Background: an optimization exercise with open tools, aiming at small area, a short achievable clock period and few clock cycles per item. Do not read the settings as production practice. At most, simulation tests tie the RTL to the original design; equivalence was not proved. The RTL of run 7 was laid out without a check of its function. No activity file was given, so power comes from the tool's default toggle rates.

<file path="design/flow/design.v">
module fcu_fclose (
    input  wire [63:0] a,
    input  wire [63:0] b,
    output wire [63:0] udist,
    output wire        ucls,
    output wire        fclose,
    output wire        aeq
);
    wire        sa = a[63];
    wire        sb = b[63];
    wire [10:0] ea = a[62:52];
    wire [10:0] eb = b[62:52];
    wire [51:0] fa = a[51:0];
    wire [51:0] fb = b[51:0];
    wire a_expmax = &ea;
    wire b_expmax = &eb;
    wire a_nan    = a_expmax & (|fa);
    wire b_nan    = b_expmax & (|fb);
    wire same     = (sa == sb);
    integer d, i;
    wire [63:0] ug = a & ~b;
    wire [63:0] up = ~(a ^ b);
    reg  [63:0] uG, uP;
    always @(*) begin
        uG = ug;
        uP = up;
        for (d = 0; d < 6; d = d + 1)
            for (i = 0; i < 64; i = i + 1)
                if (((i + 1) % (2 << d)) == 0) begin
                    uG[i] = uG[i] | (uP[i] & uG[i - (1 << d)]);
                    uP[i] = uP[i] & uP[i - (1 << d)];
                end
        for (d = 4; d >= 0; d = d - 1)
            for (i = 0; i < 64; i = i + 1)
                if ((((i + 1) % (2 << d)) == (1 << d)) && (i >= (2 << d))) begin
                    uG[i] = uG[i] | (uP[i] & uG[i - (1 << d)]);
                    uP[i] = uP[i] & uP[i - (1 << d)];
                end
    end
    wire [63:0] c0 = {uG[62:0], 1'b0};             
    wire [63:0] c1 = {uG[62:0] | uP[62:0], 1'b1};  
    wire        agt  = uG[63];                     
    wire        eqab = uP[63];                     
    assign udist = up ^ (agt ? c1 : ~c0);
    assign ucls  = (udist[63:3] == 61'd0) & ~(udist[2] & (|udist[1:0]));
    wire        a_nz = |ea;
    wire        b_nz = |eb;
    wire [10:0] ea1  = {ea[10:1], ea[0] | ~a_nz};
    wire [10:0] eb1  = {eb[10:1], eb[0] | ~b_nz};
    wire        a_ge = (ea >= eb);
    wire        eeq  = (ea1 == eb1);
    wire [10:0] dexp = a_ge ? (ea1 - eb1) : (eb1 - ea1);
    wire [10:0] ex1  = a_ge ? ea1 : eb1;
    wire [52:0] mx   = a_ge ? {a_nz, fa} : {b_nz, fb};
    wire [52:0] my   = a_ge ? {b_nz, fb} : {a_nz, fa};
    wire [5:0] sh = (dexp[10:6] != 5'd0) ? 6'd63 : dexp[5:0];
    reg [54:0] ysh;
    reg        st;
    integer k;
    always @(*) begin
        ysh = {my, 2'b00};
        st  = 1'b0;
        for (k = 5; k >= 0; k = k - 1)
            if (sh[k]) begin
                st  = st | (|(ysh & ~({55{1'b1}} << (1 << k))));
                ysh = ysh >> (1 << k);
            end
    end
    reg [55:0] kq;
    always @(*) begin
        kq = 56'd0;
        for (i = 0; i < 56; i = i + 1)
            if (ex1 == 11'd1025 - i) kq[i] = 1'b1;
        for (i = 0; i < 3; i = i + 1)
            if (ex1 == 11'd972 - i) kq[i] = 1'b1;
    end
    wire flip = same & eeq & (a_ge ? ~(agt | eqab) : agt);
    wire [55:0] yv = (same ^ flip) ? {1'b0, ysh} : ~{1'b0, ysh};
    wire [55:0] nx = {1'b0, mx, 2'b00} ^ {56{~flip}};
    wire [55:0] cs = yv ^ nx ^ kq;
    wire [55:0] cc = (yv & nx) | (yv & kq) | (nx & kq);
    wire [55:0] cv = {cc[54:0], 1'b1};
    wire        cin = ~same & ~st;
    reg [63:0] tG, tP;
    always @(*) begin
        tG = {8'd0, cs & cv};
        tP = {8'hFF, cs | cv};
        tG[0] = tG[0] | (tP[0] & cin);
        for (d = 0; d < 6; d = d + 1)
            for (i = 0; i < 64; i = i + 1)
                if (((i + 1) % (2 << d)) == 0) begin
                    tG[i] = tG[i] | (tP[i] & tG[i - (1 << d)]);
                    tP[i] = tP[i] & tP[i - (1 << d)];
                end
    end
    wire c56     = tG[63];
    wire s_close = cc[55] | c56;
    wire a_close = cc[55] & c56;
    wire fin = ~a_expmax & ~b_expmax;
    assign fclose = fin & (same ? ((ex1 <= 11'd970) | s_close)
                                : ((ex1 <= 11'd969) | a_close));
    assign aeq    = ~a_nan & ~b_nan & (fclose | (same & ucls));
endmodule
module fcu (
    input  wire        clk,
    input  wire        rst,
    input  wire        cmd_valid,
    output wire        cmd_ready,
    input  wire [7:0]  cmd_word,
    input  wire [63:0] cmd_data,
    output reg         rsp_valid,
    output reg  [1:0]  rsp_status,
    output wire [63:0] rsp_data
);
    localparam [3:0] OP_LDW   = 4'h1;
    localparam [3:0] OP_CPW   = 4'h2;
    localparam [3:0] OP_SIGN  = 4'h3;
    localparam [3:0] OP_EXPO  = 4'h4;
    localparam [3:0] OP_SIGF  = 4'h5;
    localparam [3:0] OP_BITS  = 4'h6;
    localparam [3:0] OP_FVAL  = 4'h7;
    localparam [3:0] OP_ISNAN = 4'h8;
    localparam [3:0] OP_FCLS  = 4'h9;
    localparam [3:0] OP_UCLS  = 4'hA;
    localparam [3:0] OP_UDIST = 4'hB;
    localparam [3:0] OP_AEQ   = 4'hC;
    localparam [3:0] OP_EQRW  = 4'hD;
    localparam [3:0] OP_EQWR  = 4'hE;
    reg [63:0] p0, p1;
    reg [1:0]  map;
    reg [1:0]  xv;
    reg [63:0] z;
    reg        busy;         
    reg        eqm;          
    assign cmd_ready = ~busy;
    assign rsp_data  = z;
    wire accept = cmd_valid & ~busy & ~rst;
    wire [3:0] op  = cmd_word[3:0];
    wire       sel = cmd_word[4];
    wire       illegal = (cmd_word[7:5] != 3'b000) | (op == 4'h0) | (op == 4'hF);
    wire       ms  = sel ? map[1] : map[0];
    wire       mt  = sel ? map[0] : map[1];
    wire       xvs = sel ? xv[1] : xv[0];
    wire       xvt = sel ? xv[0] : xv[1];
    wire       rd_s = (op >= OP_SIGN);
    wire       rd_t = (op == OP_CPW) | (op == OP_FCLS) | (op == OP_UCLS) |
                      (op == OP_UDIST) | (op == OP_AEQ);
    wire       uncons = (rd_s & ~xvs) | (rd_t & ~xvt);
    wire       ok  = ~illegal & ~uncons;
    wire       is_eq = (op == OP_EQRW) | (op == OP_EQWR);
    wire [63:0] ua = busy ? z : p0;
    wire [63:0] ub = (busy & ~eqm) ? p0 : p1;
    wire [63:0] u_dist;
    wire        u_ucls, u_fcls, u_aeq;
    fcu_fclose u_pair (
        .a      (ua),
        .b      (ub),
        .udist  (u_dist),
        .ucls   (u_ucls),
        .fclose (u_fcls),
        .aeq    (u_aeq)
    );
    wire        shared = (map[0] == map[1]);
    wire        max0   = &p0[62:52];
    wire        max1   = &p1[62:52];
    wire        nan0   = max0 & (|p0[51:0]);
    wire        nan1   = max1 & (|p1[51:0]);
    wire        pk_max = map[0] ? max1 : max0;
    wire        pk_nan = map[0] ? nan1 : nan0;
    wire        nan_s = ms ? nan1 : nan0;
    wire go   = ~busy & ok;
    wire f_s  = (op == OP_SIGN) | (op == OP_BITS) | (op == OP_FVAL);
    wire f_e  = (op == OP_EXPO) | (op == OP_BITS) | (op == OP_FVAL);
    wire f_f  = (op == OP_SIGF) | (op == OP_BITS) | (op == OP_FVAL);
    wire g_s0 = go & f_s & ~ms, g_s1 = go & f_s & ms;
    wire g_e0 = go & f_e & ~ms, g_e1 = go & f_e & ms;
    wire g_f0 = go & f_f & ~ms, g_f1 = go & f_f & ms;
    wire g_u  = go & (op == OP_UDIST) & ~shared;
    wire g_d  = go & is_eq;
    wire [63:0] sel0 = {g_s0, {11{g_e0}}, {52{g_f0}}};
    wire [63:0] sel1 = {g_s1, {11{g_e1}}, {52{g_f1}}};
    reg bit0;
    always @(*) begin
        case (op)
            OP_ISNAN: bit0 = nan_s;
            OP_FCLS:  bit0 = shared ? ~pk_max : u_fcls;
            OP_UCLS:  bit0 = shared | u_ucls;
            OP_AEQ:   bit0 = shared ? ~pk_nan : u_aeq;
            default:  bit0 = 1'b0;
        endcase
    end
    wire [63:0] znext = (sel0 & p0) | (sel1 & p1) | ({64{g_u}} & u_dist) |
                        ({64{g_d}} & cmd_data) |
                        {63'd0, busy ? u_aeq : (go & bit0)};
    wire do_ldw = accept & ok & (op == OP_LDW);
    wire do_cpw = accept & ok & (op == OP_CPW);
    wire do_eq  = accept & ok & is_eq;
    always @(posedge clk) begin
        if (do_ldw & ~mt) p1 <= cmd_data;
        if (do_ldw &  mt) p0 <= cmd_data;
    end
    always @(posedge clk) begin
        z <= znext;
        if (~busy)
            eqm <= ms;
    end
    always @(posedge clk) begin
        if (rst) begin
            xv        <= 2'b00;
            map       <= 2'b10;
            busy      <= 1'b0;
            rsp_valid <= 1'b0;
        end else begin
            busy      <= do_eq;
            rsp_valid <= busy | (accept & ~do_eq);
            if (do_ldw | do_cpw) begin
                xv[sel]  <= 1'b1;
                map[sel] <= do_ldw ? ~mt : mt;
            end
        end
    end
    always @(posedge clk) begin
        if (busy)
            rsp_status <= 2'd0;
        else
            rsp_status <= illegal ? 2'd1 : uncons ? 2'd2 : 2'd0;
    end
endmodule
</file>
<file path="design/flow/constraint.sdc">
create_clock -name core_clock -period 28.0 [get_ports {clk}]
set_input_delay 5.6000 -clock core_clock [delete_from_list [all_inputs] [get_ports {clk}]]
set_output_delay 5.6000 -clock core_clock [all_outputs]
set_load 0.01 [all_outputs]
</file>
<file path="design/flow/run.sh">
#!/bin/bash
# synth_recipe.tcl (not shown) runs the flow's synth.tcl, then flattens the netlist and writes it again
# the make line also repeats each setting of config.mk as NAME=value (left out here)
make -C /OpenROAD-flow-scripts/flow DESIGN_CONFIG=/design/flow/config.mk WORK_HOME=/design/flow/orfs CLKGATE_MAP_FILE= SYNTH_SCRIPT=/design/flow/synth_recipe.tcl finish
</file>
<file path="design/flow/config.mk">
export PLATFORM = sky130hd
export DESIGN_NAME = fcu
export DESIGN_NICKNAME = fcu
export VERILOG_FILES = /design/flow/design.v
export SDC_FILE = /design/flow/constraint.sdc
export NUM_CORES = 4
export LEC_CHECK = 0
export CAP_MARGIN = 20
export CORE_MARGIN = 2
export CORE_UTILIZATION = 50
export PLACE_DENSITY = 0.7
export SLEW_MARGIN = 20
</file>
==> flow_summary.json, run 1 <==
{
  "status": "complete, no violations",
  "max-slew-margin-rel_pct": 23.88,
  "rsz0062_at_grt": "false",
  "drc": 0,
  "hold_start": "xv[1]",
  "antenna_found_initial": 1,
  "grt_pass1_wl_um": 162900,
  "drive_gt1_share_pct": 7.921,
  "die_area_um2": 52480,
  "place_area_um2": 26950,
  "cts_hold_buffers": 0,
  "period_needed_ps": 11440,
  "power_mw": 0.6261,
  "setup_viol": 0,
  "yosysSeqAreaShare_pct": 20.98,
  "hold_violations": 0,
  "finish.instance_area_um2": 27600,
  "crit_slowest_cell": "dfxtp_4",
  "critical_path_class": "reg2reg",
  "cp_max_fo": 56,
  "grt_pass1_vias": 24320,
  "startpoint_type": "register",
  "post-cts-setup-buffers": 0,
  "coreArea_um2": 50070,
  "ant_nets": 0,
  "vias_per_cell": 6.920,
  "crit-reg2reg-launch": "busy",
  "ys_async_sr_fraction_pct": 0,
  "r2r_slack_ps": 16560,
  "regToRegEndpoint": "z[0]",
  "io_buffers": 142,
  "gp_congestion": 1.054,
  "finalSetupTns_ps": 0,
  "layout_common_cells": "nand2_1, mux2i_1, nor2_1",
  "synth_cell_types": 122,
  "slew_viol_final": 0,
  "initial_utilization_pct": 50.59,
  "max_freq_mhz": 87.41,
  "fin_skew_ps": 22.50,
  "hp-class": "reg2reg",
  "cp-end-kind": "register",
  "grt_util_all_layers_pct": 41.12,
  "leakagePower_nw": 10.36,
  "max_stage_delay_ps": 910,
  "tritoncts": "yes",
  "dieWidth_um": 229.1,
  "cts_root_buffer": "clkbuf_16",
  "clk_pin_slew_ps": 70,
  "synth_ff_type": "edfxtp_1",
  "rows": 82,
  "r2r_cells": 32,
  "postRouteWirelength_um": 112500,
  "yosys_warnings": 2,
  "layout_commonest_cell": "nand2_1",
  "vias": 26320,
  "drt-wirelength-per-cell_um": 29.57,
  "post-dp-hpwl_um": 89250,
  "die_y_um": 229.1,
  "critPathArrivalTime_ps": 11890,
  "cts_buffer_depth": 3,
  "htree_levels": 1,
  "synthCells": 3104,
  "ioPinCount": 143,
  "initialDrtViolationCount": 3746,
  "grt_max_degree": 76,
  "antennaDiodeCount": 0,
  "syn-num-nets": 3316,
  "cts.sinks": 201,
  "grt_overflow": 0,
  "fin_nets": 3329,
  "hold_ws_ps": 469.1,
  "worstMarginPinSlew_ps": 1130,
  "cts_buffers": 20,
  "ir_drop_mv": 0.05814,
  "cts_resized": 0,
  "fin_crit_sh_pct": 40.86,
  "maxCapViolCount": 0,
  "area_growth_pct": 8.970,
  "p_per_area_nw_per_um2": 22.68,
  "synth_edf_count": 129,
  "cp.required_ps": 28450,
  "syn_area_per_cell_um2": 8.161,
  "clock_latency_ps": 520,
  "min_path_cells": 2,
  "ys_seq_elements": 201,
  "syn_area_um2": 25330,
  "hold_path_end": "xv[1]",
  "firstDrtPassIters": 8
}
metal layers:
metal / routed length, um / share of wire, % / vias to the layer above / GRT usage [%]
met4: 6469 / 5.8 / 2 / 20.37
li1: - / - / 11510 / -
met2: 47580 / 42 / 1840 / 61.65
met3: 12860 / 11 / 301 / 8.254
met1: 45540 / 40 / 12670 / 56.29
met5: 13 / 0.012 / - / 0
worst max-delay path by stage:
stage	startpoint	endpoint	slack (ps)	cells after the start
finish	busy	z[0]	16560	32
global route	busy	z[0]	16080	33
CTS	busy	z[0]	16910	32
detailed placement	busy	z[0]	16930	32
global placement	busy	z[0]	17080	33
floorplan	cmd_word[1]	p0[0]	18540	10
cells by family (layout without fill, tap and decap cells):
family,count (synthesis),after routing,share of synthesized area (%)
fa+ha+maj,143,143,8.693
mux,366,366,15.10
flops,201,201,20.98
xor+xnor,186,186,6.431
compound gates,863,863,23.04
simple gates,1009,1009,19.43
buf+inv,336,363,6.322
per-stage QoR:
step / util [%] / instances / setup slack, ps
finish: 55.13 / 3803 / 16560
detailed placement: 53.82 / 3767 / 16930
global placement: 53.81 / 3767 / 17080
global route: 55.13 / 3803 / 16080
floorplan: - / 3104 / 18540
CTS: 55.13 / 3803 / 16910
sequential cells by signal (all words and copies together) (netlist names), named ones only:
signal,cells
xv,2
p0,64
busy,1
eqm,1
rsp_status,2
z,64
p1,64
rsp_valid,1
worst max-delay path, delay by kind of cell (launching register included):
| family | cells | cell delay (ps) |
|---|---|---|
| adders and majority gates | 3 | 1310 |
| buffers and inverters | 1 | 440 |
| and+or+nand+nor | 12 | 4280 |
| xor gates and xnor gates | 1 | 170 |
| muxes | 4 | 1290 |
| DFF | 1 | 910 |
| AOI/OAI and AO/OA | 11 | 2900 |
cell usage after synthesis, drive strengths merged, types with 28 or more instances:
master | number | area share [%]
nor3 | 76 | 1.7
a21o | 41 | 1.2
mux2i | 301 | 12
xor2 | 66 | 2.3
clkbuf | 71 | 1.1
nor2 | 265 | 4.1
nand3 | 76 | 1.6
nand2b | 35 | 0.86
ha | 80 | 4.0
o221ai | 76 | 2.6
dfxtp | 72 | 5.7
xnor2 | 120 | 4.1
nor4 | 51 | 1.5
mux2 | 62 | 2.8
a211oi | 28 | 1.0
edfxtp | 129 | 15
nand2 | 317 | 4.8
inv | 133 | 2.0
a21oi | 249 | 5.0
fa | 57 | 4.5
o21ai | 196 | 4.1
nand4 | 44 | 1.1
buf | 130 | 3.3
report_power, final:
group          leakage [nW]  total, mW  internal [mW]  switching [mW]
clock network         0.324      0.277          0.156           0.121
registers              1.74      0.316          0.315        0.000683
logic                  8.29     0.0334         0.0169          0.0165
total                  10.4      0.626          0.488           0.138
area by class of cell:
| cell class | instances | area, um2 |
|---|---|---|
| Clock buffer | 28 | 581.8 |
| Timing Repair Buffer | 192 | 1797 |
| Multi-Input combinational cell | 2567 | 18490 |
| Inverter | 135 | 506.7 |
| Sequential cell | 201 | 5319 |
| Fill cell | 4783 | 22460 |
| Clock inverter | 8 | 73.82 |
| Tap cell | 672 | 840.8 |
Testbench counts, summed over its fixed seeds: cycles 37,783, items 32,000.
==> inputs of run 2 (changes only) <==
==> design/flow/flow/run.sh (new file) <==
#!/bin/bash
# Standard ORFS layout, with timing repair asked to leave setup margin so
# that it shortens the critical path although the 28 ns clock is met.
set -euo pipefail
export SETUP_SLACK_MARGIN=20
bash standard.sh > standard.log 2>&1
==> design/flow/standard.sh (new file) <==
#!/bin/bash
# synth_recipe.tcl (not shown) runs the flow's synth.tcl, then flattens the netlist and writes it again
# the make line also repeats each setting of config.mk as NAME=value (left out here)
make -C /OpenROAD-flow-scripts/flow DESIGN_CONFIG=/design/flow/config.mk WORK_HOME=/design/flow/orfs CLKGATE_MAP_FILE= SYNTH_SCRIPT=/design/flow/synth_recipe.tcl "${@:-finish}"
--- a/design/flow/config.mk
+++ b/design/flow/config.mk
@@ -7,2 +7,3 @@
 export LEC_CHECK = 0
+export ABC_AREA = 1
 export CAP_MARGIN = 20
removed: design/flow/run.sh
==> run 2 against run 1 <==
Compared with the run above:
- register-to-register slack better by 3700 ps
- clock skew fell by 2.9 ps
- highest routed layer is now met4
- non-clock buffer count is 7 higher
- combinational power decreased by 2%
- utilization grew 2.9 points
- sequential power barely moved
- global-route usage down 5.4 points
- worst hold slack gained 1.7 ps
- critical path type is now in2reg
==> flow_summary.json, run 2 <==
{
  "p_per_area_nw_per_um2": 22.99,
  "cts.sinks": 201,
  "io_buffers": 142,
  "fin_nets": 4069,
  "hold_violations": 0,
  "grt_util_all_layers_pct": 35.69,
  "synth_most_common_cell": "nand2_1",
  "setup_viol": 0,
  "leakagePower_nw": 12.01,
  "die_area_um2": 49020,
  "synth_commonest_cells": "nand2_1, inv_1, o21ai_0",
  "layout_common_cells": "nand2_1, inv_1, o21ai_0",
  "finish.instance_area_um2": 27030,
  "regArea_um2": 5319,
  "critical_path_class": "in2reg",
  "grt_util_met2_pct": 53.05,
  "status": "complete, no violations",
  "yosysTopAreaCell": "nand2_1",
  "ant_nets": 0,
  "firstDrtPassIters": 9,
  "tritoncts": "yes",
  "yosysSeqAreaShare_pct": 22.49,
  "initial_utilization_pct": 50.76,
  "cp.required_ps": 28380,
  "slew_viol_final": 0,
  "finalSetupTns_ps": 0,
  "ys_seq_elements": 201,
  "antennaDiodeCount": 0,
  "initialDrtViolationCount": 4043,
  "vias": 26780,
  "post-dp-hpwl_um": 71980,
  "multi_input_comb_area_um2": 16420,
  "vias_per_cell": 5.979,
  "gp_congestion": 1.013,
  "max_freq_mhz": 126.8,
  "grt_max_degree": 88,
  "cts_hold_buffers": 0,
  "grt_pass1_vias": 23180,
  "largestRegisters": "p0 x64, p1 x64, z x64",
  "startpoint_type": "primary input",
  "gr-max-usage-layer": "met1",
  "postRouteWirelength_um": 95180,
  "cp_max_fo": 30,
  "hp-class": "reg2reg",
  "critPathArrivalTime_ps": 8270,
  "synthCells": 3784,
  "htree_levels": 1,
  "syn_area_um2": 23630,
  "yosys.area_share.simple_pct": 35.58,
  "rows": 79,
  "cts_root_buffer": "clkbuf_16",
  "synth_top_family_by_area": "simple AND/OR/NAND/NOR gates",
  "fin_skew_ps": 19.65,
  "use_met3_pct": 4.966,
  "place_area_um2": 25300,
  "synth-compound-area-share_pct": 16.54,
  "fin_crit_sh_pct": 28.17,
  "synth_edf_count": 129,
  "coreArea_um2": 46560,
  "ir_drop_mv": 0.05745,
  "ioPinCount": 143,
  "drc": 0,
  "drive_gt1_share_pct": 6.741,
  "yosys_warnings": 2,
  "r2r_cells": 48,
  "max-slew-margin-rel_pct": 24.50,
  "die_y_um": 221.4,
  "worstMarginPinSlew_ps": 1121,
  "cp-end-kind": "register",
  "met1_usage_pct": 53.22,
  "synth_ff_type": "edfxtp_1",
  "dieWidth_um": 221.4,
  "synth-adder-area-share_pct": 9.065,
  "drt-wirelength-per-cell_um": 21.25,
  "syn-num-nets": 3996,
  "min_path_cells": 2,
  "yosysTopAreaCellShare_pct": 20.28,
  "antenna_found_initial": 0,
  "area_growth_pct": 14.40,
  "ys_async_sr_fraction_pct": 0,
  "grt_overflow": 0,
  "maxCapViolCount": 0,
  "cts_buffers": 21,
  "period_needed_ps": 7886,
  "clk_pin_slew_ps": 70,
  "grt_pass1_wl_um": 137500,
  "cts_buffer_depth": 3,
  "rsz0062_at_grt": "true",
  "synth_cell_types": 68,
  "nFillCells": 4634,
  "clock_latency_ps": 520,
  "layout_commonest_cell": "nand2_1",
  "synthTopCellsByArea": "nand2_1, edfxtp_1, o21ai_0",
  "muxShareOfSynthArea_pct": 1.186,
  "synthXorXnorAreaFrac_pct": 4.744,
  "syn_area_per_cell_um2": 6.245
}
run 2: cells by family after synthesis:
logic type                 after synthesis
and+or+nand+nor                       1992
adders and majority gates              137
xor gates and xnor gates               128
muxes                                   28
AOI/OAI and AO/OA                      683
buffers and inverters                  615
DFF                                    201
run 2: worst max-delay path: stages:
cell,delay [ps]
clkdlybuf4s50_1,500
nor2_2,260
nand2_1,160
nand3_1,140
a22oi_1,90
nand2_1,150
nor2_1,70
nand3_1,160
nor2_2,80
buf_12,200
clkinvlp_4,110
buf_4,220
nor2_1,70
a221oi_1,280
o21ai_0,150
run 2: layer usage:
metal  share of wire, %  vias up
li1                   -    12660
met1                 42    12120
met3                 12      246
met2                 41     1755
met4                4.0        0
met5                  0        -
run 2: worst paths after layout:
check / start / end / slack (ps)
setup / recovery: cmd_word[0] / z[8] / 20110
hold / removal: xv[1] / xv[1] / 470
setup reg to reg: busy / z[0] / 20220
hold reg to reg: xv[1] / xv[1] / 470
run 2: cell type report:
class / instances / area share [%]
inverter: 447 / 6.522
clock inverter: 12 / 0.3842
timing repair inverter: 3 / 0.08794
tap: 607 / 2.810
sequential: 201 / 19.68
clock buffer: 26 / 2.013
multi-input combinational: 2984 / 60.73
timing repair buffer: 199 / 7.781
run 2: power by group:
part           internal [mW]  switching [mW]
logic                 0.0154          0.0174
registers              0.316        0.000777
clock network          0.149           0.123
run 2: stage by stage:
| stage | utilization (%) | setup slack, ps | total power, mW | cells | hold slack (ps) |
|---|---|---|---|---|---|
| after floorplan | - | 19950 | 0.3338 | 3784 | 440.6 |
| after global placement | 54.35 | 18500 | 0.3532 | 4395 | 459.9 |
| after detailed placement | 54.35 | 18390 | 0.3536 | 4395 | 463.7 |
| after CTS | 56.51 | 19770 | 0.6201 | 4446 | 473.3 |
| after global routing | 58.06 | 19730 | 0.6356 | 4479 | 488.1 |
| final | 58.06 | 20110 | 0.6214 | 4479 | 470.8 |
run 2: what timing repair did:
action | in CTS | in global routing
cloned | 7 | 15
buffers inserted | 6 | 18
endpoints found under the hold margin | 0 | 0
pin swaps | 5 | 14
gates resized for setup | 70 | 146
setup endpoints to repair | 163 | 179
==> inputs of run 3 (changes only) <==
--- a/design/flow/config.mk
+++ b/design/flow/config.mk
@@ -7,3 +7,2 @@
 export LEC_CHECK = 0
-export ABC_AREA = 1
 export CAP_MARGIN = 20
==> run 3 against run 2 <==
Compared with the run above:
- register-to-register slack got worse by 820 ps
- cell count down 12%
- non-clock buffer count increased by 128
- design area is 13% higher
- critical endpoint is now z[0]
- via count grew 3.0%
- count of clock-buffer cells in the layout down 1
- combinational power rose by 11%
==> flow_summary.json, run 3 <==
{
  "drc": 0,
  "clk_pin_slew_ps": 70,
  "coreArea_um2": 50070,
  "synth_cell_types": 122,
  "rsz0062_at_grt": "true",
  "hp-class": "reg2reg",
  "max_freq_mhz": 116.3,
  "max-slew-margin-rel_pct": 15.91,
  "vias_per_cell": 6.987,
  "cts_root_buffer": "clkbuf_16",
  "critPathArrivalTime_ps": 9040,
  "worstMarginPinSlew_ps": 1250,
  "crit_slowest_cell": "mux2i_2",
  "slew_viol_final": 0,
  "fin_nets": 3471,
  "fin_skew_ps": 34.44,
  "p_switching_mw": 0.1416,
  "cts_buffers": 21,
  "maxCapViolCount": 0,
  "syn_area_um2": 25330,
  "initialDrtViolationCount": 3878,
  "r2r_cells": 30,
  "ys_async_sr_fraction_pct": 0,
  "clock_latency_ps": 540,
  "initial_utilization_pct": 50.59,
  "die_area_um2": 52480,
  "p_int_mw": 0.5184,
  "leakagePower_nw": 11.43,
  "gp_congestion": 1.051,
  "synth_edf_count": 129,
  "r2r_slack_ps": 19400,
  "synth_commonest_cells": "nand2_1, mux2i_1, nor2_1",
  "layout_common_cells": "nand2_1, mux2i_1, nor2_1",
  "cp_max_fo": 53,
  "min_path_cells": 2,
  "setup_viol": 0,
  "cp-end-kind": "register",
  "p_per_area_nw_per_um2": 21.64,
  "cts.sinks": 201,
  "seq_power_share_pct": 47.9,
  "grt_pass1_vias": 26190,
  "synthCells": 3104,
  "syn_area_per_cell_um2": 8.161,
  "area_growth_pct": 20.43,
  "yosys_warnings": 2,
  "yosysTopAreaCellShare_pct": 15.29,
  "grt_max_degree": 71,
  "period_needed_ps": 8597,
  "cts_hold_buffers": 0,
  "syn-num-nets": 3316,
  "grt_overflow": 0,
  "power.share.clock_pct": 46.6,
  "drive_gt1_share_pct": 17.32,
  "hold_violations": 0,
  "drt-wirelength-per-cell_um": 30.93,
  "pwr-share-comb_pct": 5.5,
  "regToRegEndpoint": "z[0]",
  "layout_commonest_cell": "nand2_1",
  "cts_buffer_depth": 3,
  "power_mw": 0.6601,
  "grt_pass1_wl_um": 176200,
  "status": "complete, no violations",
  "fin_crit_sh_pct": 30.70,
  "post-dp-hpwl_um": 91480,
  "cp.required_ps": 28440,
  "rows": 82,
  "yosysTopAreaCell": "edfxtp_1",
  "hold_start": "xv[1]",
  "dieWidth_um": 229.1,
  "vias": 27580,
  "hold_path_end": "xv[1]",
  "ir_drop_mv": 0.05164,
  "crit-reg2reg-launch": "eqm",
  "ant_nets": 0,
  "io_buffers": 142,
  "ioPinCount": 143,
  "critical_path_class": "reg2reg",
  "largestRegisters": "p0 x64, p1 x64, z x64",
  "synthTopCellsByArea": "edfxtp_1, mux2i_1, dfxtp_1",
  "htree_levels": 1,
  "synth_most_common_cell": "nand2_1",
  "die_y_um": 229.1,
  "finalSetupTns_ps": 0,
  "p_sw_share_pct": 21.46,
  "startpoint_type": "register",
  "max_stage_delay_ps": 660,
  "tritoncts": "yes",
  "antenna_found_initial": 2,
  "firstDrtPassIters": 6,
  "synth_ff_type": "edfxtp_1",
  "postRouteWirelength_um": 122100,
  "grt_util_all_layers_pct": 44.74,
  "yosysSeqAreaShare_pct": 20.98,
  "ys_seq_elements": 201
}
[run 3: cell types whose count changed after synthesis, sizes merged, moves of 62 or more]
cell,before,now
inv,446,133
o221ai,4,76
mux2i,28,301
mux2,0,62
a21oi,82,249
nand2,1295,317
xnor2,36,120
o21ai,455,196
nand3,209,76
[run 3: critical path, delay by kind of cell (launching register included)]
| kind | cells | cell delay (ps) |
|---|---|---|
| muxes | 1 | 660 |
| DFF | 1 | 470 |
| adders and majority gates | 3 | 1170 |
| and+or+nand+nor | 9 | 2480 |
| buffers and inverters | 5 | 1130 |
| AOI/OAI and AO/OA | 11 | 2200 |
| xor gates and xnor gates | 1 | 320 |
[run 3: kinds of logic (layout without fill, tap and decap cells)]
| group | after synthesis | count (layout) | synth area share, % |
|---|---|---|---|
| AO/OA/AOI/OAI | 863 | 863 | 23.04 |
| XOR/XNOR | 186 | 186 | 6.431 |
| adder cells (fa/ha/maj) | 143 | 143 | 8.693 |
| buffers and inverters | 336 | 499 | 6.322 |
| flip-flops | 201 | 201 | 20.98 |
| multiplexers | 366 | 366 | 15.10 |
| other | 0 | 2 | 0 |
| AND/OR/NAND/NOR | 1009 | 1015 | 19.43 |
[run 3: routing by layer]
metal	vias up	global-route usage, %	share of wire, %
met5	-	0	0
met3	498	10.58	12
met4	0	28.06	7.9
li1	11820	-	-
met1	13150	57.64	38
met2	2116	67.50	42
[run 3: power groups by stage]
stage / clock network, mW / registers [mW] / logic (mW)
after floorplan: 0 / 0.323 / 0.0143
final: 0.307 / 0.316 / 0.0365
after global placement: 0 / 0.322 / 0.0323
after CTS: 0.309 / 0.316 / 0.0356
after detailed placement: 0 / 0.323 / 0.0331
after global routing: 0.320 / 0.316 / 0.0380
[run 3: how the worst max path moves through the flow]
stage	from	end	slack, ps
after floorplan	cmd_word[0]	p0[0]	19910
after global routing	p0[56]	z[0]	19210
final	eqm	z[0]	19400
after detailed placement	busy	z[0]	16800
after global placement	busy	z[0]	16860
after CTS	p0[62]	z[0]	19930
[run 3: final cells by class]
class | instances | area (um2)
inverters | 135 | 506.7
fillers | 4566 | 19560
clock buffers | 25 | 540.5
well taps | 672 | 840.8
flip-flops and latches | 201 | 5319
clock inverters | 12 | 195.2
repair buffers | 327 | 3440
multi-input cells | 2573 | 19660
diodes | 2 | 5.005
[run 3: timing repair]
item,4_1_cts,5_1_grt
resized for setup,270,41
setup buffers,110,14
setup endpoints to repair,197,140
pin swaps,77,26
cloned,16,2
[run 3: per-stage QoR]
stage / util [%] / worst slack [ps] / std cells / hold WS [ps] / instance area, um2
2_1_floorplan: - / 19910 / 3104 / 419.7 / 25440
3_3_place_gp: 53.90 / 16860 / 3766 / 441.5 / 26990
3_5_place_dp: 53.90 / 16800 / 3766 / 451.9 / 26990
4_1_cts: 60.26 / 19930 / 3929 / 458.4 / 30170
5_1_grt: 60.92 / 19210 / 3945 / 470.6 / 30500
6_report: 60.93 / 19400 / 3947 / 460.7 / 30510
==> inputs of run 4 (changes only) <==
--- a/design/flow/flow/run.sh
+++ b/design/flow/flow/run.sh
@@ -4,3 +4,3 @@
 set -euo pipefail
-export SETUP_SLACK_MARGIN=20
+export SETUP_SLACK_MARGIN=21
 bash standard.sh > standard.log 2>&1
--- a/design/flow/config.mk
+++ b/design/flow/config.mk
@@ -7,2 +7,3 @@
 export LEC_CHECK = 0
+export ABC_AREA = 1
 export CAP_MARGIN = 20
==> run 4 against run 3 <==
Compared with the run above:
- global-route usage down 4.0 points
- clock skew down 0.58 ps
- setup slack better by 1300 ps
- sequential power about the same
- die area down 6.6%
- combinational power up 9.3%
- via count up 4.1%
- worst hold slack better by 41 ps
- design area down 1.9%
- total power down 4.6%
- synthesized cell count up 22%
- clock power down 11%
==> flow_summary.json, run 4 <==
{
  "synth_most_common_cell": "nand2_1",
  "grt_overflow": 0,
  "cp_max_fo": 5,
  "max_stage_delay_ps": 440,
  "antenna_found_initial": 1,
  "cp-end-kind": "register",
  "layout_commonest_cell": "nand2_1",
  "ant_nets": 0,
  "synthTopCellsByArea": "nand2_1, edfxtp_1, o21ai_0",
  "fin_nets": 4193,
  "cts_hold_buffers": 0,
  "p_per_area_nw_per_um2": 21.04,
  "max-slew-margin-rel_pct": 7.411,
  "initialDrtViolationCount": 4645,
  "initial_utilization_pct": 50.76,
  "drt-wirelength-per-cell_um": 23.93,
  "clock_latency_ps": 540,
  "rsz0062_at_grt": "true",
  "ys_async_sr_fraction_pct": 0,
  "grt_pass1_wl_um": 154000,
  "setup_viol": 0,
  "finalSetupTns_ps": 0,
  "syn-num-nets": 3996,
  "cts_buffer_depth": 3,
  "startpoint_type": "primary input",
  "slew_viol_final": 0,
  "antennaDiodeCount": 0,
  "die_y_um": 221.4,
  "cts_root_buffer": "clkbuf_16",
  "critical_path_class": "in2reg",
  "fin_crit_sh_pct": 26.13,
  "post-dp-hpwl_um": 73170,
  "place_ws_ps": 17970,
  "ioPinCount": 143,
  "dieWidth_um": 221.4,
  "yosysSeqAreaShare_pct": 22.49,
  "crit_slowest_cell": "a221oi_2",
  "hold_violations": 0,
  "coreArea_um2": 46560,
  "postRouteWirelength_um": 110100,
  "synth_ff_type": "edfxtp_1",
  "io_buffers": 142,
  "yosysTopAreaCellShare_pct": 20.28,
  "ys_seq_elements": 201,
  "worstPathCellList": "buf_4 > inv_4 > nor2_2 > nand2_1 > nand3_1 > a22oi_2 > nand2_2 > inv_4 > buf_12 > nand3_2 > buf_12 > o21ai_0 > a221oi_2 > o21ai_1 > inv_1 > nand2_1",
  "grt_util_all_layers_pct": 40.72,
  "yosysTopAreaCell": "nand2_1",
  "vias": 28720,
  "die_area_um2": 49020,
  "ir_drop_mv": 0.06232,
  "synth_commonest_cells": "nand2_1, inv_1, o21ai_0",
  "drive_gt1_share_pct": 13.94,
  "vias_per_cell": 6.241,
  "tritoncts": "yes",
  "synth_edf_count": 129,
  "synthCells": 3784,
  "cts.sinks": 201,
  "htree_levels": 1,
  "rows": 79,
  "cts_buffers": 20,
  "max_freq_mhz": 136.7,
  "leakagePower_nw": 13.65,
  "clk_pin_slew_ps": 70,
  "drc": 0,
  "critPathArrivalTime_ps": 7750,
  "syn_area_per_cell_um2": 6.245,
  "syn_area_um2": 23630,
  "gp_congestion": 1.022,
  "timing.final.ws_setup_ps": 20680,
  "fin_skew_ps": 33.86,
  "worstMarginPinSlew_ps": 1376,
  "grt_pass1_vias": 25020,
  "firstDrtPassIters": 11,
  "maxCapViolCount": 0,
  "layout_common_cells": "nand2_1, inv_1, o21ai_0",
  "synth_cell_types": 68,
  "area_growth_pct": 26.61,
  "hp-class": "reg2reg",
  "largestRegisters": "p0 x64, p1 x64, z x64",
  "cp.required_ps": 28430,
  "grt_max_degree": 97,
  "status": "complete, no violations",
  "period_needed_ps": 7316,
  "yosys_warnings": 2
}
==> run 4: cell types whose count changed after synthesis, sizes merged, moves of 36 or more <==
cell / delta
xnor2: -84
nand2: +978
a21o: -39
mux2i: -273
nand3: +133
o21ai: +259
mux2: -62
o221ai: -72
inv: +313
buf: -36
a21oi: -167
==> run 4: logic make-up (layout without fill, tap and decap cells) <==
group | count (synthesis) | in the layout | share of synthesized area (%)
buffers and inverters | 615 | 804 | 10.39
xor gates and xnor gates | 128 | 128 | 4.744
AOI/OAI and AO/OA | 683 | 683 | 16.54
adders and majority gates | 137 | 137 | 9.065
muxes | 28 | 28 | 1.186
and+or+nand+nor | 1992 | 2014 | 35.58
DFF | 201 | 201 | 22.49
==> run 4: what timing repair did <==
| item | CTS | global route |
|---|---|---|
| setup endpoints to repair | 252 | 206 |
| gates cloned | 48 | 17 |
| setup buffers | 63 | 45 |
| pin swaps | 35 | 49 |
| resized for setup | 357 | 237 |
==> run 4: power by group <==
group | internal (mW) | switching (mW)
logic | 0.0176 | 0.0223
registers | 0.315 | 0.000903
clock network | 0.148 | 0.126
==> run 4: stage by stage <==
stage / total power [mW] / hold WS (ps) / utilization (%) / instances / instance area, um2
after detailed placement: 0.3550 / 466.9 / 54.95 / 4393 / 25580
final: 0.6296 / 501.7 / 64.26 / 4602 / 29920
after global placement: 0.3548 / 464.4 / 54.95 / 4393 / 25580
after floorplan: 0.3350 / 443.8 / - / 3784 / 24090
after global routing: 0.6382 / 531.3 / 64.26 / 4602 / 29920
after CTS: 0.6188 / 476.8 / 61.13 / 4540 / 28460
==> run 4: path summary, 6_finish.rpt <==
| kind | start | to | slack [ps] | cells past startpoint |
|---|---|---|---|---|
| worst max-delay path | cmd_word[3] | z[0] | 20680 | 16 |
| worst min-delay path | xv[0] | xv[0] | 500 | 2 |
| worst max register to register | busy | z[0] | 20750 | 45 |
| worst min register to register | xv[0] | xv[0] | 500 | 2 |
==> run 4: cell type report <==
type	count	area, um2
inverter	447	1817
sequential	201	5326
multi-input combinational	2990	17430
clock inverter	11	88.84
tap	607	759.5
clock buffer	25	540.5
timing repair inverter	11	140.1
timing repair buffer	310	3814
fill	4178	16640
==> run 4: layer usage <==
metal  track usage, %  vias up  routed length [um]
met4            20.57        2                7906
met1            55.83    12980               41900
met3            9.614      518               15170
met5                0        -                  15
met2            59.73     2262               45140
li1                 -    12960                   -
==> run 4: critical path, delay by kind of cell <==
| family | cells | cell delay, ps |
|---|---|---|
| AOI/OAI and AO/OA | 4 | 760 |
| buffers and inverters | 6 | 660 |
| and+or+nand+nor | 6 | 690 |
==> inputs of run 5 (changes only) <==
--- a/design/flow/flow/run.sh
+++ b/design/flow/flow/run.sh
@@ -4,3 +4,3 @@
 set -euo pipefail
-export SETUP_SLACK_MARGIN=21
+export SETUP_SLACK_MARGIN=20.5
 bash standard.sh > standard.log 2>&1
==> run 5 against run 4 <==
Compared with the run above:
- register-to-register slack lost 130 ps
- design area shrank 5.2%
- maximum frequency shrank 2.0%
- utilization shrank 3.3 points
- total power shrank 3.3%
- sequential share of layout area grew 0.95 points
- setup slack lost 150 ps
- critical path type unchanged
- largest power group unchanged
- highest routed layer is now met4
==> flow_summary.json, run 5 <==
{
  "htree_levels": 1,
  "synth_edf_count": 129,
  "synth-compound-area-share_pct": 16.54,
  "cp.required_ps": 28450,
  "synthCells": 3784,
  "yosysTopAreaCellShare_pct": 20.28,
  "place_ws_ps": 18130,
  "hold_violations": 0,
  "yosys_warnings": 2,
  "cts_root_buffer": "clkbuf_16",
  "io_buffers": 142,
  "timing.final.ws_setup_ps": 20540,
  "cp.depth": 13,
  "antenna_found_initial": 0,
  "grt_util_all_layers_pct": 37.23,
  "setup_viol": 0,
  "fin_crit_sh_pct": 26.65,
  "clk_pin_slew_ps": 70,
  "r2r_cells": 44,
  "area_growth_pct": 20.03,
  "ioPinCount": 143,
  "min_path_cells": 2,
  "status": "complete, no violations",
  "crit-reg2reg-launch": "busy",
  "muxShareOfSynthArea_pct": 1.186,
  "gp_congestion": 1.044,
  "yosys.area_share.simple_pct": 35.58,
  "syn-num-nets": 3996,
  "cts_buffer_depth": 3,
  "largestRegisters": "p0 x64, p1 x64, z x64",
  "ir_drop_mv": 0.05505,
  "cts.sinks": 201,
  "worstPathCellList": "dlygate4sd2_1 > o21ai_0 > a22oi_2 > nand2_1 > buf_4 > nor2_1 > nand3_2 > nor2_4 > buf_12 > clkinv_4 > nor2_1 > a221oi_2 > o21ai_0",
  "crit_family": "buffers and inverters",
  "grt_max_degree": 98,
  "coreArea_um2": 46560,
  "leakagePower_nw": 12.59,
  "yosysSeqAreaShare_pct": 22.49,
  "cts_hold_buffers": 0,
  "synth_commonest_cells": "nand2_1, inv_1, o21ai_0",
  "grt_overflow": 0,
  "yosysTopAreaCell": "nand2_1",
  "startpoint_type": "primary input",
  "vias": 27430,
  "place_area_um2": 25320,
  "clock_latency_ps": 510,
  "drt-wirelength-per-cell_um": 21.86,
  "synth_most_common_cell": "nand2_1",
  "max-slew-margin-rel_pct": 11.42,
  "fin_nets": 4133,
  "synth_ff_type": "edfxtp_1",
  "firstDrtPassIters": 12,
  "tritoncts": "yes",
  "drc": 0,
  "critical_path_class": "in2reg",
  "hold_start": "xv[0]",
  "slew_viol_final": 0,
  "synth-adder-area-share_pct": 9.065,
  "p_per_area_nw_per_um2": 21.47,
  "antennaDiodeCount": 0,
  "cts_buffers": 20,
  "layout_commonest_cell": "nand2_1",
  "vias_per_cell": 6.040,
  "hold_ws_ps": 479.0,
  "crit_buf_inv": 4,
  "finalSetupTns_ps": 0,
  "synth_top_family_by_area": "simple AND/OR/NAND/NOR gates",
  "ys_seq_elements": 201,
  "nFillCells": 4393,
  "critPathArrivalTime_ps": 7910,
  "drive_gt1_share_pct": 10.47,
  "max_stage_delay_ps": 370,
  "worstMarginPinSlew_ps": 1317,
  "rows": 79,
  "die_area_um2": 49020,
  "dieWidth_um": 221.4,
  "synthTopCellsByArea": "nand2_1, edfxtp_1, o21ai_0",
  "grt_pass1_wl_um": 142200,
  "max_freq_mhz": 134.0,
  "syn_area_per_cell_um2": 6.245,
  "crit_slowest_cell": "dlygate4sd2_1",
  "rsz0062_at_grt": "true",
  "syn_area_um2": 23630,
  "initialDrtViolationCount": 4542,
  "finish.instance_area_um2": 28360,
  "grt_pass1_vias": 23840,
  "power_mw": 0.6089,
  "ys_async_sr_fraction_pct": 0,
  "synth_cell_types": 68,
  "layout_common_cells": "nand2_1, inv_1, o21ai_0",
  "initial_utilization_pct": 50.76,
  "hp-class": "reg2reg",
  "fin_skew_ps": 13.58,
  "die_y_um": 221.4,
  "cp-end-kind": "register",
  "period_needed_ps": 7463,
  "maxCapViolCount": 0,
  "synthXorXnorAreaFrac_pct": 4.744,
  "postRouteWirelength_um": 99270,
  "cp_max_fo": 22,
  "ant_nets": 0,
  "post-dp-hpwl_um": 70970,
  "crit_start": "cmd_word[4]"
}
## run 5: cell count changes in the layout (fill, tap and decap cells not counted), moves of 15 or more
cell,before,now
nand2_1,1243,1258
a221oi_2,25,2
clkdlybuf4s50_1,70,133
nor2_4,38,14
dlygate4sd2_1,54,2
o2111ai_1,22,37
buf_6,32,4
nor2_1,217,245
o21ai_0,287,305
a221oi_1,2,26
o2111ai_2,15,0
## run 5: cell type report
type                    instances  area (um2)  area share (%)
clock buffers                  24       546.8           1.928
flip-flops and latches        201        5319           18.75
well taps                     607       759.5           2.678
repair inverters                6       47.55          0.1676
inverters                     447        1748           6.163
clock inverters                11       61.31          0.2162
repair buffers                258        2923           10.30
multi-input cells            2987       16960           59.79
## run 5: final timing paths
path / endpoint / slack (ps)
hold reg to reg: xv[0] / 480
hold / removal: xv[0] / 480
setup reg to reg: z[0] / 20620
setup / recovery: z[37] / 20540
## run 5: timing repair
action	CTS	global route
cloned	25	15
setup buffers	21	55
hold endpoints to repair	0	0
setup endpoints to repair	196	187
pin swaps	14	64
resized for setup	149	238
## run 5: routing by layer
metal  wire [um]  global-route usage, %
met1       39680                  52.99
met2       40640                  54.60
met3       12740                  6.825
met4        6203                  16.97
met5           0                      0
## run 5: power by group
group	internal [mW]	total (mW)	leakage, nW	switching (mW)
clock network	0.140	0.258	0.299	0.118
registers	0.316	0.316	1.74	0.000830
logic	0.0159	0.0343	10.6	0.0184
total	0.471	0.609	12.6	0.137
## run 5: logic make-up after synthesis
group                    count (synthesis)
adder cells (fa/ha/maj)                137
buffers and inverters                  615
flip-flops                             201
multiplexers                            28
AND/OR/NAND/NOR                       1992
XOR/XNOR                               128
AO/OA/AOI/OAI                          683
## run 5: through the flow
step | std cells | util, %
finish | 4541 | 60.92
global route | 4541 | 60.92
CTS | 4471 | 58.02
detailed placement | 4390 | 54.38
global placement | 4390 | 54.38
floorplan | 3784 | -
## run 5: worst register-to-register path, delay by kind of cell, from the launching register on
kind / cells / cell delay, ps
AO/OA/AOI/OAI: 10 / 2120
XOR/XNOR: 1 / 240
adder cells (fa/ha/maj): 2 / 870
buffers and inverters: 8 / 1090
flip-flops: 1 / 400
AND/OR/NAND/NOR: 23 / 2550
==> inputs of run 6 (changes only) <==
--- a/design/flow/flow/run.sh
+++ b/design/flow/flow/run.sh
@@ -4,3 +4,3 @@
 set -euo pipefail
-export SETUP_SLACK_MARGIN=20.5
+export SETUP_SLACK_MARGIN=21
 bash standard.sh > standard.log 2>&1
--- a/design/flow/config.mk
+++ b/design/flow/config.mk
@@ -10,4 +10,4 @@
 export CORE_MARGIN = 2
-export CORE_UTILIZATION = 50
-export PLACE_DENSITY = 0.7
+export CORE_UTILIZATION = 65
+export PLACE_DENSITY = 0.8
 export SLEW_MARGIN = 20
==> run 6 against run 5 <==
Compared with the run above:
- the run now fails in 5_1_grt
- synthesized area did not move
- synthesized cell count did not move
==> flow_summary.json, run 6 <==
{
  "cts_root_buffer": "clkbuf_16",
  "die_y_um": 194.7,
  "synthTopCellsByArea": "nand2_1, edfxtp_1, o21ai_0",
  "synth_ff_type": "edfxtp_1",
  "synth_edf_count": 129,
  "status": "stopped before the end",
  "initial_utilization_pct": 66.27,
  "cts_buffer_depth": 3,
  "syn-num-nets": 3996,
  "grt_pass1_wl_um": 212100,
  "ys_seq_elements": 201,
  "cts_buffers": 20,
  "gp_congestion": 1.099,
  "dp.cells": 4241,
  "post-dp-hpwl_um": 72190,
  "syn_area_um2": 23630,
  "htree_levels": 1,
  "synth_cell_types": 68,
  "error_line": "[ERROR GRT-0116] Global routing finished with congestion. Check the congestion regions in the DRC Viewer.",
  "synthCells": 3784,
  "dieWidth_um": 194.7,
  "cts.sinks": 201,
  "io_buffers": 142,
  "ioPinCount": 143,
  "grt_max_degree": 106,
  "synth_most_common_cell": "nand2_1",
  "synth_commonest_cells": "nand2_1, inv_1, o21ai_0",
  "haltStage": "5_1_grt",
  "yosysSeqAreaShare_pct": 22.49,
  "grt_overflow": 10,
  "grt_pass1_vias": 33600,
  "grt_util_all_layers_pct": 74.48,
  "yosys_warnings": 2,
  "syn_area_per_cell_um2": 6.245,
  "rows": 69,
  "ys_async_sr_fraction_pct": 0,
  "yosysTopAreaCellShare_pct": 20.28,
  "yosysTopAreaCell": "nand2_1"
}
-- run 6: cell counts after synthesis --
No cell type changed its count.
-- run 6: how the worst min path moves through the flow --
| stage | endpoint | startpoint | slack, ps | cells past startpoint |
|---|---|---|---|---|
| floorplan | xv[0] | xv[0] | 440 | 2 |
| global placement | xv[1] | xv[1] | 460 | 2 |
| detailed placement | xv[0] | xv[0] | 500 | 2 |
| CTS | xv[0] | xv[0] | 520 | 2 |
-- run 6: stage by stage --
stage	setup WS, ps	util (%)	instance area, um2	total power [mW]
after floorplan	20350	-	24090	0.3350
after global placement	19040	71.10	25350	0.3537
after detailed placement	18990	71.10	25350	0.3552
after CTS	20720	79.45	28330	0.6279
-- run 6: cell families after synthesis --
kind of cell,share of synthesized area [%]
AOI/OAI and AO/OA,16.54
xor gates and xnor gates,4.744
adders and majority gates,9.065
buffers and inverters,10.39
DFF,22.49
muxes,1.186
and+or+nand+nor,35.58
-- run 6: what timing repair did --
item,4_1_cts
pin swaps,32
setup endpoints to repair,248
resized for setup,348
endpoints found under the hold margin,0
gates cloned,45
hold buffers,0
setup buffers,77
-- run 6: power groups by stage --
stage               combinational [mW]  sequential, mW  clock (mW)
global placement                0.0309           0.323           0
detailed placement              0.0324           0.323           0
CTS                             0.0383           0.316       0.273
floorplan                       0.0119           0.323           0
-- run 6: per-layer routing --
layer  overflow  track usage, %
met1          1           75.67
met2          1           89.03
met3          4           61.39
met4          4           69.17
met5          0           40.74
==> inputs of run 7 (changes only) <==
--- a/design/flow/design.v
+++ b/design/flow/design.v
@@ -139,3 +139,11 @@
     wire       sel = cmd_word[4];
-    wire       illegal = (cmd_word[7:5] != 3'b000) | (op == 4'h0) | (op == 4'hF);
+    wire       hdr = (cmd_word[7:5] == 3'b000);
+    wire [15:0] dop;
+    genvar gi;
+    generate
+        for (gi = 0; gi < 16; gi = gi + 1) begin : g_dec
+            assign dop[gi] = hdr & (op == gi);
+        end
+    endgenerate
+    wire       illegal = ~(|dop[14:1]);
     wire       ms  = sel ? map[1] : map[0];
@@ -144,8 +152,8 @@
     wire       xvt = sel ? xv[0] : xv[1];
-    wire       rd_s = (op >= OP_SIGN);
-    wire       rd_t = (op == OP_CPW) | (op == OP_FCLS) | (op == OP_UCLS) |
-                      (op == OP_UDIST) | (op == OP_AEQ);
-    wire       uncons = (rd_s & ~xvs) | (rd_t & ~xvt);
+    wire       xvb = xv[0] & xv[1];
+    wire       one_s = |dop[8:3] | dop[13] | dop[14];       
+    wire       two   = |dop[12:9];                          
+    wire       uncons = (one_s & ~xvs) | (dop[OP_CPW] & ~xvt) | (two & ~xvb);
     wire       ok  = ~illegal & ~uncons;
-    wire       is_eq = (op == OP_EQRW) | (op == OP_EQWR);
+    wire       is_eq = dop[OP_EQRW] | dop[OP_EQWR];
     wire [63:0] ua = busy ? z : p0;
@@ -170,32 +178,30 @@
     wire        nan_s = ms ? nan1 : nan0;
-    wire go   = ~busy & ok;
-    wire f_s  = (op == OP_SIGN) | (op == OP_BITS) | (op == OP_FVAL);
-    wire f_e  = (op == OP_EXPO) | (op == OP_BITS) | (op == OP_FVAL);
-    wire f_f  = (op == OP_SIGF) | (op == OP_BITS) | (op == OP_FVAL);
-    wire g_s0 = go & f_s & ~ms, g_s1 = go & f_s & ms;
-    wire g_e0 = go & f_e & ~ms, g_e1 = go & f_e & ms;
-    wire g_f0 = go & f_f & ~ms, g_f1 = go & f_f & ms;
-    wire g_u  = go & (op == OP_UDIST) & ~shared;
-    wire g_d  = go & is_eq;
+    wire nb   = ~busy;
+    wire f_s  = dop[OP_SIGN] | dop[OP_BITS] | dop[OP_FVAL];
+    wire f_e  = dop[OP_EXPO] | dop[OP_BITS] | dop[OP_FVAL];
+    wire f_f  = dop[OP_SIGF] | dop[OP_BITS] | dop[OP_FVAL];
+    wire s0   = nb & xvs & ~ms, s1 = nb & xvs & ms;
+    wire g_s0 = s0 & f_s, g_s1 = s1 & f_s;
+    wire g_e0 = s0 & f_e, g_e1 = s1 & f_e;
+    wire g_f0 = s0 & f_f, g_f1 = s1 & f_f;
+    wire g_u  = nb & xvb & dop[OP_UDIST] & ~shared;
+    wire g_d  = nb & xvs & is_eq;
     wire [63:0] sel0 = {g_s0, {11{g_e0}}, {52{g_f0}}};
     wire [63:0] sel1 = {g_s1, {11{g_e1}}, {52{g_f1}}};
-    reg bit0;
-    always @(*) begin
-        case (op)
-            OP_ISNAN: bit0 = nan_s;
-            OP_FCLS:  bit0 = shared ? ~pk_max : u_fcls;
-            OP_UCLS:  bit0 = shared | u_ucls;
-            OP_AEQ:   bit0 = shared ? ~pk_nan : u_aeq;
-            default:  bit0 = 1'b0;
-        endcase
-    end
+    wire r_fcls = shared ? ~pk_max : u_fcls;
+    wire r_ucls = shared | u_ucls;
+    wire r_aeq  = shared ? ~pk_nan : u_aeq;
+    wire bit0 = busy ? u_aeq :
+                ((dop[OP_ISNAN] & xvs & nan_s) |
+                 (xvb & ((dop[OP_FCLS] & r_fcls) | (dop[OP_UCLS] & r_ucls) |
+                         (dop[OP_AEQ] & r_aeq))));
     wire [63:0] znext = (sel0 & p0) | (sel1 & p1) | ({64{g_u}} & u_dist) |
-                        ({64{g_d}} & cmd_data) |
-                        {63'd0, busy ? u_aeq : (go & bit0)};
-    wire do_ldw = accept & ok & (op == OP_LDW);
-    wire do_cpw = accept & ok & (op == OP_CPW);
-    wire do_eq  = accept & ok & is_eq;
-    always @(posedge clk) begin
-        if (do_ldw & ~mt) p1 <= cmd_data;
-        if (do_ldw &  mt) p0 <= cmd_data;
+                        ({64{g_d}} & cmd_data) | {63'd0, bit0};
+    wire ld_ok  = cmd_valid & nb & dop[OP_LDW];
+    wire do_ldw = ld_ok & ~rst;
+    wire do_cpw = accept & dop[OP_CPW] & xvt;
+    wire do_eq  = accept & is_eq & xvs;
+    always @(posedge clk) begin
+        if (ld_ok & ~mt) p1 <= cmd_data;
+        if (ld_ok &  mt) p0 <= cmd_data;
     end
--- a/design/flow/config.mk
+++ b/design/flow/config.mk
@@ -10,4 +10,4 @@
 export CORE_MARGIN = 2
-export CORE_UTILIZATION = 65
-export PLACE_DENSITY = 0.8
+export CORE_UTILIZATION = 50
+export PLACE_DENSITY = 0.7
 export SLEW_MARGIN = 20
==> run 7 against run 6 <==
Compared with the run above:
- now clean on timing, DRC and antenna
- synthesized area is 0.82% higher
- synthesized cell count fell by 0.40%
==> flow_summary.json, run 7 <==
{
  "synth_edf_count": 129,
  "antenna_found_initial": 4,
  "firstDrtPassIters": 14,
  "max_stage_delay_ps": 830,
  "timing.final.ws_setup_ps": 20470,
  "clock_latency_ps": 520,
  "critPathArrivalTime_ps": 7940,
  "dieWidth_um": 222.3,
  "slew_viol_final": 0,
  "maxCapViolCount": 0,
  "rows": 79,
  "gp_congestion": 1.073,
  "largestRegisters": "p0 x64, p1 x64, z x64",
  "startpoint_type": "register",
  "cts_hold_buffers": 0,
  "dp.cells": 4389,
  "fin_crit_sh_pct": 26.90,
  "ys_async_sr_fraction_pct": 0,
  "htree_levels": 1,
  "max-slew-margin-rel_pct": 29.29,
  "grt_pass1_wl_um": 159800,
  "synth_commonest_cells": "nand2_1, inv_1, o21ai_0",
  "crit_slowest_cell": "o21ai_0",
  "post-dp-hpwl_um": 75840,
  "critical_path_class": "reg2reg",
  "cts.sinks": 201,
  "grt_util_all_layers_pct": 42.40,
  "yosys_warnings": 2,
  "yosysSeqAreaShare_pct": 22.31,
  "layout_commonest_cell": "nand2_1",
  "p_per_area_nw_per_um2": 20.68,
  "syn_area_um2": 23820,
  "ioPinCount": 143,
  "clk_pin_slew_ps": 70,
  "cts_root_buffer": "clkbuf_16",
  "place_ws_ps": 18660,
  "cp.required_ps": 28410,
  "cp-end-kind": "register",
  "initialDrtViolationCount": 5057,
  "drc": 0,
  "leakagePower_nw": 13.81,
  "vias": 29620,
  "cts_buffer_depth": 3,
  "power_mw": 0.6299,
  "initial_utilization_pct": 50.96,
  "multi_input_comb_area_um2": 17790,
  "ys_seq_elements": 201,
  "status": "complete, no violations",
  "r2r_slack_ps": 20470,
  "drive_gt1_share_pct": 16.53,
  "hp-class": "reg2reg",
  "yosysTopAreaCellShare_pct": 17.66,
  "syn_area_per_cell_um2": 6.321,
  "die_y_um": 222.3,
  "io_buffers": 142,
  "nFillCells": 4144,
  "grt_overflow": 0,
  "synth_ff_type": "edfxtp_1",
  "worstMarginPinSlew_ps": 1050,
  "cp_max_fo": 37,
  "cts_buffers": 19,
  "tritoncts": "yes",
  "ir_drop_mv": 0.06395,
  "crit-reg2reg-launch": "eqm",
  "fin_nets": 4209,
  "regToRegEndpoint": "z[0]",
  "crit_path_frequent_cell": "nand2_1",
  "synthTopCellsByArea": "nand2_1, edfxtp_1, o21ai_0",
  "finalSetupTns_ps": 0,
  "max_freq_mhz": 132.8,
  "ant_nets": 0,
  "hold_start": "xv[1]",
  "postRouteWirelength_um": 114800,
  "final_cells": 4620,
  "fin_skew_ps": 12.60,
  "hold_path_end": "xv[1]",
  "area_growth_pct": 27.83,
  "drt-wirelength-per-cell_um": 24.85,
  "yosysTopAreaCell": "nand2_1",
  "min_path_cells": 2,
  "grt_pass1_vias": 26100,
  "coreArea_um2": 46750,
  "syn-num-nets": 3979,
  "vias_per_cell": 6.411,
  "synth_cell_types": 67,
  "period_needed_ps": 7532,
  "finish.instance_area_um2": 30460,
  "rsz0062_at_grt": "true",
  "die_area_um2": 49410,
  "place_area_um2": 25560,
  "setup_viol": 0,
  "layout_common_cells": "nand2_1, inv_1, o21ai_0",
  "hold_violations": 0,
  "r2r_cells": 47,
  "grt_max_degree": 110,
  "synthCells": 3769,
  "regArea_um2": 5324,
  "synth_most_common_cell": "nand2_1"
}
## run 7: cell types whose count changed after synthesis, moves of 13 or more
cell	previous run	this run
o21ai_1	30	56
a21oi_1	78	92
buf_2	59	36
buf_6	3	18
inv_1	427	455
nand4_1	71	84
o221a_2	0	14
o2111ai_1	37	5
o21ai_0	421	455
o22ai_1	19	47
a221o_1	0	16
a221oi_1	29	2
nand2_1	1277	1121
nor2_1	263	279
## run 7: how the worst max path moves through the flow
stage,from,endpoint,slack [ps],depth (start not counted)
after global routing,eqm,z[0],20160,47
after detailed placement,eqm,z[0],18660,42
after CTS,eqm,z[0],20860,49
after global placement,busy,z[0],18780,51
after floorplan,cmd_word[5],p0[0],20420,5
final,eqm,z[0],20470,47
## run 7: layout make-up
type | instances | share of cell area [%]
flip-flops and latches | 201 | 17.48
well taps | 607 | 2.494
multi-input cells | 2943 | 58.40
diodes | 1 | 0.008217
repair inverters | 6 | 0.2054
repair buffers | 349 | 13.14
clock buffers | 21 | 1.586
inverters | 479 | 6.282
clock inverters | 13 | 0.4067
## run 7: timing repair
item | in CTS | in global routing
setup endpoints to repair | 249 | 198
resized for setup | 439 | 282
pin swaps | 49 | 110
setup buffers | 63 | 78
gates cloned | 44 | 11
## run 7: routing by layer
layer	wire length (um)	track usage (%)
met1	40870	55.72
met2	45810	61.72
met3	18200	11.09
met4	9823	26.66
met5	91	1.173
## run 7: worst max-delay path: cells and delay by family (launching register included)
kind,cells,cell delay [ps]
compound gates,8,1810
xor+xnor,1,220
fa+ha+maj,2,950
buf+inv,8,1270
flops,1,390
simple gates,28,2740
## run 7: per-stage QoR
step	hold WS (ps)	util, %
global placement	492.8	54.67
CTS	519.1	61.20
detailed placement	508.7	54.67
finish	532.2	65.14
global route	556.4	65.14
floorplan	458.5	-
## run 7: kinds of logic (layout without fill, tap and decap cells)
logic type               count (synthesis)  count (layout)  synth area share (%)
AO/OA/AOI/OAI                          779             779                 18.58
XOR/XNOR                               131             131                 4.816
adder cells (fa/ha/maj)                135             135                 8.886
buffers and inverters                  650             868                 11.24
flip-flops                             201             201                 22.31
multiplexers                            27              27                 1.134
other                                    0               1                     0
AND/OR/NAND/NOR                       1846            1871                 33.03
## run 7: where the power goes
part | internal (mW) | total [mW] | switching [mW]
Clock | 0.145 | 0.266 | 0.122
Combinational | 0.0201 | 0.0473 | 0.0272
Sequential | 0.315 | 0.316 | 0.000756
Total | 0.480 | 0.630 | 0.150

==> static timing again, ports no longer ideal <==
How much do the figures lean on ideal ports? The routed layouts below were timed once more, with nothing changed but the port constraints.
Step 1, drivers: a clkbuf_16 drives clk and a buf_2 each remaining input, both assumed.
Step 2 also shifts input and output timing later by t, the mid clock arrival at the registers, as if the neighbouring blocks saw the same clock.
Slacks: ideal / step 1 / step 2; pairs: ideal / step 1.
run | shift t [ns] | setup WS [ns] | worst setup path at the end | latest minus earliest clock arrival (ns) | pins driven straight from the clock port
run 1 | 0.562 | 16.560 / 16.560 / 16.560 | register to register | 0.023 / 0.022 | 1
run 2 | 0.562 | 20.114 / 20.129 / 19.567 | input to register | 0.019 / 0.020 | 1
run 3 | 0.581 | 19.403 / 19.403 / 19.383 | input to register | 0.035 / 0.034 | 1
run 4 | 0.578 | 20.684 / 20.698 / 20.120 | input to register | 0.035 / 0.035 | 1
run 5 | 0.559 | 20.537 / 20.558 / 19.999 | input to register | 0.014 / 0.014 | 1
run 7 | 0.569 | 20.468 / 20.468 / 20.468 | register to register | 0.013 / 0.013 | 1
After both steps every run listed still meets setup and hold. For run 4, which loses most, drivers alone change the setup slack by +0.014 ns; drivers and shift together by -0.564 ns.
